From an optimization exercise on the open Yosys and OpenROAD flow, aimed at small area and a short achievable clock period; shortcuts taken in it are not production practice.
The RTL was checked by simulation tests, not by an equivalence proof against the original design.

==> flow/design.v <==
module r10k_sched (
    input  logic        clk,
    input  logic        rst,           
    input  logic [7:0]  n_insts,       
    output logic [7:0]  prog_addr,     
    input  logic [31:0] prog_data0,    
    input  logic [31:0] prog_data1,    
    output logic [1:0]  status,        
    output logic [15:0] cycle,
    output logic [1:0]  fetch_v,
    output logic [15:0] fetch_idx,
    output logic [1:0]  decode_v,
    output logic [15:0] decode_idx,
    output logic [1:0]  dispatch_v,
    output logic [15:0] dispatch_idx,
    output logic [1:0]  issue_v,
    output logic [15:0] issue_idx,
    output logic [1:0]  execute_v,
    output logic [15:0] execute_idx,
    output logic [1:0]  complete_v,
    output logic [15:0] complete_idx,
    output logic [1:0]  retire_v,
    output logic [15:0] retire_idx
);
  localparam int A    = 16;
  localparam int P    = 32;
  localparam int ROB  = 16;
  localparam int W    = 2;
  localparam int K    = 4;      
  localparam int CAPQ = 2;      
  localparam logic [1:0] KIND_ALU = 2'd0, KIND_LOAD = 2'd1, KIND_STORE = 2'd2;
  localparam logic [1:0] ST_RUN = 2'd0, ST_DONE = 2'd1, ST_ABORT = 2'd2;
  localparam int DECW = 17;
  localparam logic [2*K-1:0] RS_TYPE = {KIND_STORE, KIND_LOAD, KIND_ALU, KIND_ALU};
  logic [7:0]                 fetch_ptr;
  logic [1:0]                 fq_len, dq_len, xq_len, cq_len;
  logic [CAPQ-1:0][7:0]       fq_idx, dq_idx, xq_idx, cq_idx;
  logic [CAPQ-1:0][DECW-1:0]  fq_dec, dq_dec;
  logic [CAPQ-1:0][1:0]       xq_k;
  logic [CAPQ-1:0]            cq_wait;    
  logic [CAPQ-1:0]            cq_pdv;
  logic [CAPQ-1:0][4:0]       cq_pd;
  logic [CAPQ-1:0][3:0]       cq_rob;
  logic [K-1:0]               rs_busy, rs_issued;
  logic [K-1:0][7:0]          rs_idx;
  logic [K-1:0]               rs_s1v, rs_s2v, rs_rdy1, rs_rdy2, rs_pdv;
  logic [K-1:0][4:0]          rs_ps1, rs_ps2, rs_pd;
  logic [K-1:0][3:0]          rs_rob;
  logic [ROB-1:0][7:0]        rob_idx;
  logic [ROB-1:0]             rob_dv, rob_done;
  logic [ROB-1:0][4:0]        rob_t, rob_told;
  logic [3:0]                 rob_head;
  logic [4:0]                 rob_count;
  logic [A-1:0][4:0]          spec_map;
  logic [P-1:0]               spec_ready;
  logic [P-A-1:0][4:0]        fl;         
  logic [3:0]                 fl_head;
  logic [4:0]                 fl_count;
  logic [7:0]                 n_retired;
  logic [15:0]                cycle_r;
  logic [1:0]                 status_r;
  logic [6:0][1:0]            ev_v;       
  logic [6:0][1:0][7:0]       ev_idx;
  logic [7:0]                 fetch_ptr_n;
  logic [1:0]                 fq_len_n, dq_len_n, xq_len_n, cq_len_n;
  logic [CAPQ-1:0][7:0]       fq_idx_n, dq_idx_n, xq_idx_n, cq_idx_n;
  logic [CAPQ-1:0][DECW-1:0]  fq_dec_n, dq_dec_n;
  logic [CAPQ-1:0][1:0]       xq_k_n;
  logic [CAPQ-1:0]            cq_wait_n, cq_pdv_n;
  logic [CAPQ-1:0][4:0]       cq_pd_n;
  logic [CAPQ-1:0][3:0]       cq_rob_n;
  logic [K-1:0]               rs_busy_n, rs_issued_n;
  logic [K-1:0][7:0]          rs_idx_n;
  logic [K-1:0]               rs_s1v_n, rs_s2v_n, rs_rdy1_n, rs_rdy2_n, rs_pdv_n;
  logic [K-1:0][4:0]          rs_ps1_n, rs_ps2_n, rs_pd_n;
  logic [K-1:0][3:0]          rs_rob_n;
  logic [ROB-1:0][7:0]        rob_idx_n;
  logic [ROB-1:0]             rob_dv_n, rob_done_n;
  logic [ROB-1:0][4:0]        rob_t_n, rob_told_n;
  logic [3:0]                 rob_head_n;
  logic [4:0]                 rob_count_n;
  logic [A-1:0][4:0]          spec_map_n;
  logic [P-1:0]               spec_ready_n;
  logic [P-A-1:0][4:0]        fl_n;
  logic [3:0]                 fl_head_n;
  logic [4:0]                 fl_count_n;
  logic [7:0]                 n_retired_n;
  logic [15:0]                cycle_n;
  logic [1:0]                 status_n;
  logic [6:0][1:0]            ev_v_n;
  logic [6:0][1:0][7:0]       ev_idx_n;
  logic                       stop;
  logic                       progress;
  logic [1:0]                 n;
  logic [3:0]                 e;
  logic [3:0]                 fl_tail;
  logic [1:0]                 pend_n;
  logic [W-1:0][4:0]          pend;
  logic [1:0]                 keep_n;
  logic [1:0]                 pop_n;
  logic [1:0]                 move_n;
  logic [DECW-1:0]            dec;
  logic [1:0]                 kind;
  logic                       s1v, s2v, dv;
  logic [3:0]                 s1, s2, d;
  logic                       found;
  logic [1:0]                 k_sel;
  logic [4:0]                 ps1, ps2, t, told;
  logic [7:0]                 remaining;
  logic [1:0]                 ex_k;
  logic [CAPQ-1:0][31:0]      word;
  always_comb begin
    fetch_ptr_n  = fetch_ptr;
    fq_len_n = fq_len;  fq_idx_n = fq_idx;  fq_dec_n = fq_dec;
    dq_len_n = dq_len;  dq_idx_n = dq_idx;  dq_dec_n = dq_dec;
    xq_len_n = xq_len;  xq_idx_n = xq_idx;  xq_k_n   = xq_k;
    cq_len_n = cq_len;  cq_idx_n = cq_idx;  cq_wait_n = cq_wait;
    cq_pdv_n = cq_pdv;  cq_pd_n  = cq_pd;   cq_rob_n  = cq_rob;
    rs_busy_n = rs_busy;  rs_issued_n = rs_issued;  rs_idx_n = rs_idx;
    rs_s1v_n = rs_s1v;  rs_s2v_n = rs_s2v;  rs_rdy1_n = rs_rdy1;  rs_rdy2_n = rs_rdy2;
    rs_pdv_n = rs_pdv;  rs_ps1_n = rs_ps1;  rs_ps2_n = rs_ps2;  rs_pd_n = rs_pd;
    rs_rob_n = rs_rob;
    rob_idx_n = rob_idx;  rob_dv_n = rob_dv;  rob_done_n = rob_done;
    rob_t_n = rob_t;  rob_told_n = rob_told;
    rob_head_n = rob_head;  rob_count_n = rob_count;
    spec_map_n = spec_map;  spec_ready_n = spec_ready;
    fl_n = fl;  fl_head_n = fl_head;  fl_count_n = fl_count;
    n_retired_n = n_retired;
    cycle_n  = cycle_r;
    status_n = status_r;
    ev_v_n   = '0;
    ev_idx_n = '0;
    progress = 1'b0;
    stop = 1'b0;
    n = '0;  e = '0;  fl_tail = '0;  pend_n = '0;  pend = '0;  keep_n = '0;  pop_n = '0;  move_n = '0;
    dec = '0;  kind = '0;  s1v = 1'b0;  s2v = 1'b0;  dv = 1'b0;  s1 = '0;  s2 = '0;  d = '0;
    found = 1'b0;  k_sel = '0;  ps1 = '0;  ps2 = '0;  t = '0;  told = '0;
    remaining = '0;  ex_k = '0;
    word[0] = prog_data0;
    word[1] = prog_data1;
    if (status_r == ST_RUN) begin
      stop = 1'b0;
      for (int j = 0; j < W; j++) begin
        e = rob_head + 4'(j);
        if (!stop && rob_count > 5'(j) && rob_done[e]) begin
          if (rob_dv[e]) begin
            pend[pend_n] = rob_told[e];
            pend_n = pend_n + 2'd1;
          end
          ev_v_n[6][j]   = 1'b1;
          ev_idx_n[6][j] = rob_idx[e];
          n_retired_n = n_retired_n + 8'd1;
          rob_head_n  = rob_head_n + 4'd1;
          rob_count_n = rob_count_n - 5'd1;
          progress = 1'b1;
        end else begin
          stop = 1'b1;
        end
      end
      n = '0;
      keep_n = '0;
      for (int j = 0; j < CAPQ; j++) begin
        if (2'(j) < cq_len) begin
          if (!cq_wait[j]) begin
            if (cq_pdv[j]) begin
              spec_ready_n[cq_pd[j]] = 1'b1;
              for (int q = 0; q < K; q++) begin
                if (rs_busy[q] && rs_s1v[q] && rs_ps1[q] == cq_pd[j]) rs_rdy1_n[q] = 1'b1;
                if (rs_busy[q] && rs_s2v[q] && rs_ps2[q] == cq_pd[j]) rs_rdy2_n[q] = 1'b1;
              end
            end
            rob_done_n[cq_rob[j]] = 1'b1;
            ev_v_n[5][n[0]]   = 1'b1;
            ev_idx_n[5][n[0]] = cq_idx[j];
            n = n + 2'd1;
            progress = 1'b1;
          end else begin
            cq_idx_n[keep_n[0]]  = cq_idx[j];
            cq_wait_n[keep_n[0]] = 1'b0;
            cq_pdv_n[keep_n[0]]  = cq_pdv[j];
            cq_pd_n[keep_n[0]]   = cq_pd[j];
            cq_rob_n[keep_n[0]]  = cq_rob[j];
            keep_n = keep_n + 2'd1;
          end
        end
      end
      cq_len_n = keep_n;
      n = '0;
      stop = 1'b0;
      for (int j = 0; j < W; j++) begin
        if (!stop && 2'(j) < xq_len) begin
          if (cq_len_n >= 2'(CAPQ)) begin
            stop = 1'b1;
          end else begin
            ex_k = xq_k[j];
            cq_idx_n[cq_len_n[0]]  = xq_idx[j];
            cq_wait_n[cq_len_n[0]] = (RS_TYPE[2*ex_k +: 2] != KIND_ALU);
            cq_pdv_n[cq_len_n[0]]  = rs_pdv[ex_k];
            cq_pd_n[cq_len_n[0]]   = rs_pd[ex_k];
            cq_rob_n[cq_len_n[0]]  = rs_rob[ex_k];
            cq_len_n = cq_len_n + 2'd1;
            rs_busy_n[ex_k] = 1'b0;
            ev_v_n[4][j]   = 1'b1;
            ev_idx_n[4][j] = xq_idx[j];
            n = n + 2'd1;
            progress = 1'b1;
          end
        end
      end
      if (n == 2'd1) begin
        xq_idx_n[0] = xq_idx[1];
        xq_k_n[0]   = xq_k[1];
      end
      xq_len_n = xq_len - n;
      n = '0;
      stop = 1'b0;
      for (int q = 0; q < K; q++) begin
        if (!stop) begin
          if (n >= 2'(W) || xq_len_n >= 2'(CAPQ)) begin
            stop = 1'b1;
          end else if (rs_busy_n[q] && !rs_issued[q] &&
                       (!rs_s1v[q] || rs_rdy1_n[q]) && (!rs_s2v[q] || rs_rdy2_n[q])) begin
            xq_idx_n[xq_len_n[0]] = rs_idx[q];
            xq_k_n[xq_len_n[0]]   = 2'(q);
            xq_len_n = xq_len_n + 2'd1;
            rs_issued_n[q] = 1'b1;
            ev_v_n[3][n[0]]   = 1'b1;
            ev_idx_n[3][n[0]] = rs_idx[q];
            n = n + 2'd1;
            progress = 1'b1;
          end
        end
      end
      pop_n = '0;
      stop = 1'b0;
      for (int j = 0; j < W; j++) begin
        if (!stop && 2'(j) < dq_len) begin
          dec  = dq_dec[j];
          kind = dec[16:15];
          s1v  = dec[14];  s1 = dec[13:10];
          s2v  = dec[9];   s2 = dec[8:5];
          dv   = dec[4];   d  = dec[3:0];
          found = 1'b0;
          k_sel = '0;
          for (int q = K - 1; q >= 0; q--) begin
            if (RS_TYPE[2*q +: 2] == kind && !rs_busy_n[q]) begin
              found = 1'b1;
              k_sel = 2'(q);
            end
          end
          if (rob_count_n == 5'(ROB)) begin
            stop = 1'b1;
          end else if (!found) begin
            stop = 1'b1;
          end else if (dv && fl_count_n == 5'd0) begin
            stop = 1'b1;
          end else begin
            ps1 = spec_map_n[s1];
            ps2 = spec_map_n[s2];
            rs_rdy1_n[k_sel] = s1v ? spec_ready_n[ps1] : 1'b0;
            rs_rdy2_n[k_sel] = s2v ? spec_ready_n[ps2] : 1'b0;
            rs_ps1_n[k_sel]  = ps1;
            rs_ps2_n[k_sel]  = ps2;
            rs_s1v_n[k_sel]  = s1v;
            rs_s2v_n[k_sel]  = s2v;
            t    = '0;
            told = '0;
            if (dv) begin
              t    = fl[fl_head_n];
              told = spec_map_n[d];
              fl_head_n  = fl_head_n + 4'd1;
              fl_count_n = fl_count_n - 5'd1;
              spec_ready_n[t] = 1'b0;
              spec_map_n[d]   = t;
            end
            e = rob_head_n + rob_count_n[3:0];
            rob_idx_n[e]  = dq_idx[j];
            rob_dv_n[e]   = dv;
            rob_t_n[e]    = t;
            rob_told_n[e] = told;
            rob_done_n[e] = 1'b0;
            rob_count_n   = rob_count_n + 5'd1;
            rs_busy_n[k_sel]   = 1'b1;
            rs_issued_n[k_sel] = 1'b0;
            rs_idx_n[k_sel]    = dq_idx[j];
            rs_pdv_n[k_sel]    = dv;
            rs_pd_n[k_sel]     = t;
            rs_rob_n[k_sel]    = e;
            ev_v_n[2][j]   = 1'b1;
            ev_idx_n[2][j] = dq_idx[j];
            pop_n = pop_n + 2'd1;
            progress = 1'b1;
          end
        end
      end
      if (pop_n == 2'd1) begin
        dq_idx_n[0] = dq_idx[1];
        dq_dec_n[0] = dq_dec[1];
      end
      dq_len_n = dq_len - pop_n;
      for (int j = 0; j < W; j++) begin
        if (2'(j) < pend_n) begin
          fl_tail = fl_head_n + fl_count_n[3:0];
          fl_n[fl_tail] = pend[j];
          fl_count_n = fl_count_n + 5'd1;
        end
      end
      move_n = '0;
      for (int j = 0; j < W; j++) begin
        if (2'(j) < fq_len && dq_len_n < 2'(CAPQ)) begin
          dq_idx_n[dq_len_n[0]] = fq_idx[j];
          dq_dec_n[dq_len_n[0]] = fq_dec[j];
          dq_len_n = dq_len_n + 2'd1;
          ev_v_n[1][j]   = 1'b1;
          ev_idx_n[1][j] = fq_idx[j];
          move_n = move_n + 2'd1;
          progress = 1'b1;
        end
      end
      if (move_n == 2'd1) begin
        fq_idx_n[0] = fq_idx[1];
        fq_dec_n[0] = fq_dec[1];
      end
      fq_len_n = fq_len - move_n;
      remaining = n_insts - fetch_ptr;
      for (int j = 0; j < W; j++) begin
        if (8'(j) < remaining && fq_len_n < 2'(CAPQ)) begin
          fq_idx_n[fq_len_n[0]] = fetch_ptr + 8'(j);
          fq_dec_n[fq_len_n[0]] = {word[j][1:0],
                                word[j][2], word[j][11:8],
                                word[j][3], word[j][19:16],
                                word[j][4], word[j][27:24]};
          fq_len_n = fq_len_n + 2'd1;
          fetch_ptr_n = fetch_ptr_n + 8'd1;
          ev_v_n[0][j]   = 1'b1;
          ev_idx_n[0][j] = fetch_ptr + 8'(j);
          progress = 1'b1;
        end
      end
      if (n_retired_n == n_insts) begin
        status_n = ST_DONE;
      end else if (!progress && cq_len_n == 2'd0) begin
        status_n = ST_ABORT;
      end else begin
        cycle_n = cycle_r + 16'd1;
      end
    end
  end
  always_ff @(posedge clk) begin
    if (rst) begin
      fetch_ptr <= '0;
      fq_len <= '0;  dq_len <= '0;  xq_len <= '0;  cq_len <= '0;
      rs_busy <= '0;  rs_issued <= '0;
      rob_head <= '0;  rob_count <= '0;
      for (int a = 0; a < A; a++) spec_map[a] <= 5'(a);
      for (int p = 0; p < P; p++) spec_ready[p] <= (p < A);
      for (int f = 0; f < P - A; f++) fl[f] <= 5'(A + f);
      fl_head <= '0;
      fl_count <= 5'(P - A);
      n_retired <= '0;
      cycle_r <= 16'd1;
      status_r <= ST_RUN;
      ev_v <= '0;
      ev_idx <= '0;
    end else begin
      fetch_ptr <= fetch_ptr_n;
      fq_len <= fq_len_n;  dq_len <= dq_len_n;  xq_len <= xq_len_n;  cq_len <= cq_len_n;
      rs_busy <= rs_busy_n;  rs_issued <= rs_issued_n;
      rob_head <= rob_head_n;  rob_count <= rob_count_n;
      spec_map <= spec_map_n;
      spec_ready <= spec_ready_n;
      fl <= fl_n;
      fl_head <= fl_head_n;
      fl_count <= fl_count_n;
      n_retired <= n_retired_n;
      cycle_r <= cycle_n;
      status_r <= status_n;
      ev_v <= ev_v_n;
      ev_idx <= ev_idx_n;
    end
  end
  always_ff @(posedge clk) begin
    fq_idx <= fq_idx_n;  fq_dec <= fq_dec_n;
    dq_idx <= dq_idx_n;  dq_dec <= dq_dec_n;
    xq_idx <= xq_idx_n;  xq_k <= xq_k_n;
    cq_idx <= cq_idx_n;  cq_wait <= cq_wait_n;  cq_pdv <= cq_pdv_n;
    cq_pd <= cq_pd_n;  cq_rob <= cq_rob_n;
    rs_idx <= rs_idx_n;  rs_s1v <= rs_s1v_n;  rs_s2v <= rs_s2v_n;
    rs_rdy1 <= rs_rdy1_n;  rs_rdy2 <= rs_rdy2_n;  rs_pdv <= rs_pdv_n;
    rs_ps1 <= rs_ps1_n;  rs_ps2 <= rs_ps2_n;  rs_pd <= rs_pd_n;  rs_rob <= rs_rob_n;
    rob_idx <= rob_idx_n;  rob_dv <= rob_dv_n;  rob_done <= rob_done_n;
    rob_t <= rob_t_n;  rob_told <= rob_told_n;
  end
  assign prog_addr = fetch_ptr;
  assign status    = status_r;
  assign cycle     = cycle_r;
  assign fetch_v    = ev_v[0];  assign fetch_idx    = ev_idx[0];
  assign decode_v   = ev_v[1];  assign decode_idx   = ev_idx[1];
  assign dispatch_v = ev_v[2];  assign dispatch_idx = ev_idx[2];
  assign issue_v    = ev_v[3];  assign issue_idx    = ev_idx[3];
  assign execute_v  = ev_v[4];  assign execute_idx  = ev_idx[4];
  assign complete_v = ev_v[5];  assign complete_idx = ev_idx[5];
  assign retire_v   = ev_v[6];  assign retire_idx   = ev_idx[6];
endmodule
==> flow/run.sh <==
#!/bin/bash
# synth_recipe.tcl (not shown) runs the flow's synth.tcl, then flattens the netlist and writes it again
# the make line also repeats each setting of config.mk as NAME=value (left out here)
make -C /OpenROAD-flow-scripts/flow DESIGN_CONFIG=/design/flow/config.mk WORK_HOME=/design/flow/orfs CLKGATE_MAP_FILE= SYNTH_SCRIPT=/design/flow/synth_recipe.tcl finish
==> flow/config.mk <==
export PLATFORM = sky130hd
export DESIGN_NAME = r10k_sched
export DESIGN_NICKNAME = r10k_sched
export VERILOG_FILES = /design/flow/design.v
export SDC_FILE = /design/flow/constraint.sdc
export NUM_CORES = 4
export LEC_CHECK = 0
export CAP_MARGIN = 20
export CORE_MARGIN = 2
export CORE_UTILIZATION = 40
export SLEW_MARGIN = 20
==> flow/constraint.sdc <==
create_clock -name core_clock -period 11.0 [get_ports {clk}]
set_input_delay 2.2000 -clock core_clock [delete_from_list [all_inputs] [get_ports {clk}]]
set_output_delay 2.2000 -clock core_clock [all_outputs]
set_load 0.01 [all_outputs]
==> flow_metrics.py <==
metrics = {
    "floorplanning": {
        "die_height_um": 401,
        "design.core.area_um2": 156000,
        "fp.dieW_um": 401,
        "dieArea_um2": 161000,
        "num_rows": 145,
        "start_util_pct": 40.3,
        "ios": 226,
    },
    "timing": {
        "post-route-min-period_ps": 10390,
        "slew-limit-headroom_pct": 19.5,
        "fmax_mhz": 96.2,
        "fin_ws_ps": 607,
        "hold_ws_ps": 457,
        "hold_violations": 0,
        "timing.final.crit_share_pct": 94.5,
        "setup_tns_ps": 0,
        "max_slew.worst_pin.slew_ps": 1200,
        "slew_viol_final": 0,
        "setup_violations": 0,
        "skew_ps": 43.2,
    },
    "synth": {
        "synth_seq_area_share_pct": 37.3,
        "netlist_area_um2": 63100,
        "netlist.area_leader.share_pct": 25.1,
        "synth-main-ff-cell": "edfxtp_1",
        "syn_inst": 6610,
        "synth_fp_nets": 6792,
        "yosys.area.top_type": "edfxtp_1",
        "async_flop_share_pct": 0,
        "ys_types": 110,
        "ys_ff_latch": 912,
        "synth_edf_count": 526,
        "synth_area_leaders": "edfxtp_1 25%, dfxtp_1 12%, mux4_2 10%, mux2i_1 7.4%, nor2_1 3.9%",
        "ys_warn_count": 1,
        "avgSynthCellArea_um2": 9.54,
    },
    "worst_setup_path": {
        "startpoint_type": "register",
        "path_max_fanout": 61,
        "crit_required_ps": 11640,
        "slowest_stage": "mux4_1",
        "cp_common_cell": "ha_1",
        "cpPeakStageDelay_ps": 650,
        "worstSetupPathType": "reg -> reg",
        "end_kind": "register",
        "arrival_ps": 11030,
    },
    "clock_tree": {
        "clock_sinks": 912,
        "cts_buffer_depth": 3,
        "htreeDepth": 3,
        "cts.clk_slew.worst_paths_ps": 60,
        "cts.root.buffer_cell": "clkbuf_16",
        "cts_tree": "built",
        "clock_latency_ps": 760,
        "cts_setup_buffers": 0,
        "postCtsResizedCells": 0,
        "numCtsBuffers": 109,
        "hold_buffers": 0,
    },
    "final_layout": {
        "area_growth_pct": 13.0,
        "final_common_cell": "nor2_1",
        "layout.area.seq_um2": 23500,
        "final_util_pct": 45.5,
        "nets": 6765,
        "fill_cells": 14900,
        "drive_above_1_share_pct": 12.6,
        "layout_common_cells": "651 x nor2_1, 649 x nand2_1, 526 x edfxtp_1, 468 x mux2i_1, 465 x a21oi_1",
        "multi_input_area_um2": 37200,
        "design_area_um2": 71200,
    },
    "routing": {
        "initialDrtViolationCount": 8524,
        "routed_wl_um": 254000,
        "dr.pass1.iters": 8,
        "ant_nets": 0,
        "post_drt_wl_per_cell_um": 29.0,
        "vias": 57600,
        "viasPerCell": 6.59,
        "route.detailed.drc": 0,
    },
    "hold_path": {
        "hold_class": "reg -> reg",
    },
    "placed_design": {
        "port_buffers": 195,
        "place_ws_ps": 225,
        "dpl_cell_area_um2": 67100,
        "gp_congestion": 0.983,
        "place_hpwl_um": 178000,
    },
    "global_route": {
        "grt_use_total_pct": 30.2,
        "antenna_found_initial": 5,
        "overflow": 0,
        "grt_pass1_vias": 53600,
        "grt_first_pass_wirelength_um": 369000,
        "grt_max_degree": 137,
    },
    "run_status": {
        "outcome": "timing/DRC/antenna clean",
    },
    "run": {
        "maxCapViolCount": 0,
    },
}
## worst max-delay path, delay by kind of cell (launching register included)
family / cells / cell delay, ps
and+or+nand+nor: 13 / 3050
adders and majority gates: 7 / 2200
AOI/OAI and AO/OA: 9 / 1670
buffers and inverters: 5 / 1200
muxes: 2 / 1150
xor gates and xnor gates: 3 / 590
DFF: 1 / 390
## final timing paths
kind             startpoint        endpoint  slack (ps)  depth (start not counted)
min reg2reg  spec_ready[21]  spec_ready[21]         460                          2
max             rob_head[0]     cycle_r[12]         610                         39
max reg2reg     rob_head[0]     cycle_r[12]         610                         39
min          spec_ready[21]  spec_ready[21]         460                          2
## state kept, by name, indices dropped and copies added, names as in the netlist, 34 cells and up
| signal | cells |
|---|---|
| rob_told | 80 |
| dq_dec | 34 |
| spec_map | 80 |
| ev_idx | 112 |
| fq_dec | 34 |
| fl | 80 |
| rob_idx | 128 |
## cell families (layout without fill, tap and decap cells)
family / Yosys count / in the layout / share of synthesized area, %
xor+xnor: 218 / 218 / 3.18
simple gates: 2079 / 2079 / 15.1
flops: 912 / 912 / 37.3
other cells: 0 / 6 / 0
buf+inv: 652 / 722 / 4.00
mux: 838 / 838 / 19.2
compound gates: 1803 / 1803 / 19.0
fa+ha+maj: 108 / 108 / 2.20
## through the flow
step,cells
finish,8744
floorplan,6610
global route,8738
global placement,8515
detailed placement,8517
CTS,8725
## final cells by class
| type | instances | area share, % |
|---|---|---|
| Sequential cell | 912 | 33.0 |
| Timing Repair Buffer | 384 | 5.02 |
| Multi-Input combinational cell | 5046 | 52.3 |
| Tap cell | 2058 | 3.62 |
| Clock inverter | 39 | 0.687 |
| Antenna cell | 6 | 0.0211 |
| Clock buffer | 169 | 4.66 |
| Inverter | 130 | 0.696 |
## cell usage after synthesis, types with 28 or more instances
| library cell | number |
|---|---|
| nor2_1 | 661 |
| nand2_1 | 651 |
| edfxtp_1 | 526 |
| a21oi_1 | 469 |
| mux2i_1 | 469 |
| clkbuf_1 | 416 |
| dfxtp_1 | 386 |
| o21ai_0 | 317 |
| mux4_2 | 286 |
| a22oi_1 | 223 |
| nor3_1 | 164 |
| nand3_1 | 134 |
| xnor2_1 | 134 |
| o22ai_1 | 132 |
| inv_1 | 120 |
| and3_1 | 112 |
| ha_1 | 103 |
| a211oi_1 | 96 |
| o211ai_1 | 85 |
| mux2_2 | 80 |
| and2_1 | 79 |
| xor2_1 | 76 |
| buf_1 | 69 |
| a221oi_1 | 53 |
| a22o_1 | 53 |
| nor2b_1 | 48 |
| nand2b_1 | 45 |
| a211o_1 | 41 |
| a221o_1 | 38 |
| o31ai_1 | 32 |
| a31oi_1 | 30 |
| nand4_1 | 30 |
| nor4_1 | 30 |
| or3_1 | 29 |
| buf_2 | 28 |
## metal layers
layer  vias to the layer above  part of all wire, %  global-route usage (%)
met5                         -                0.068                   0.446
met2                      3773                   43                    44.9
met1                     28100                   41                    41.7
met3                       625                   12                    7.97
li1                      25100                    -                       -
met4                         8                  4.5                    12.1

port drivers added, routing unchanged:
The results above use ideal ports. As a check the final layout listed here was re-extracted and re-timed, cells and wires unchanged.
Step 1 assumes that a clkbuf_16 drives the clock port and a buf_2 every other input.
Step 2 adds t to the input delays and takes it off the output delays; t is the mean of the earliest and latest rising clock arrival at the registers after step 1. Input paths then give back, and output paths get back, about the clock's delay inside the block.
Slacks: no drivers / after step 1 / after step 2; pairs: no drivers / after step 1.
shift t [ns]: 0.824
setup slack, ns: 0.607 / 0.607 / 0.607
worst register clock-pin slew, ns: 0.07 / 0.07
worst slew at a driven data input, ns: 0.07
cell pins on the clock port's net: 1
After both steps setup and hold are still met in this run. For this run, drivers alone change the setup slack by 0.000 ns; drivers and shift together by 0.000 ns.
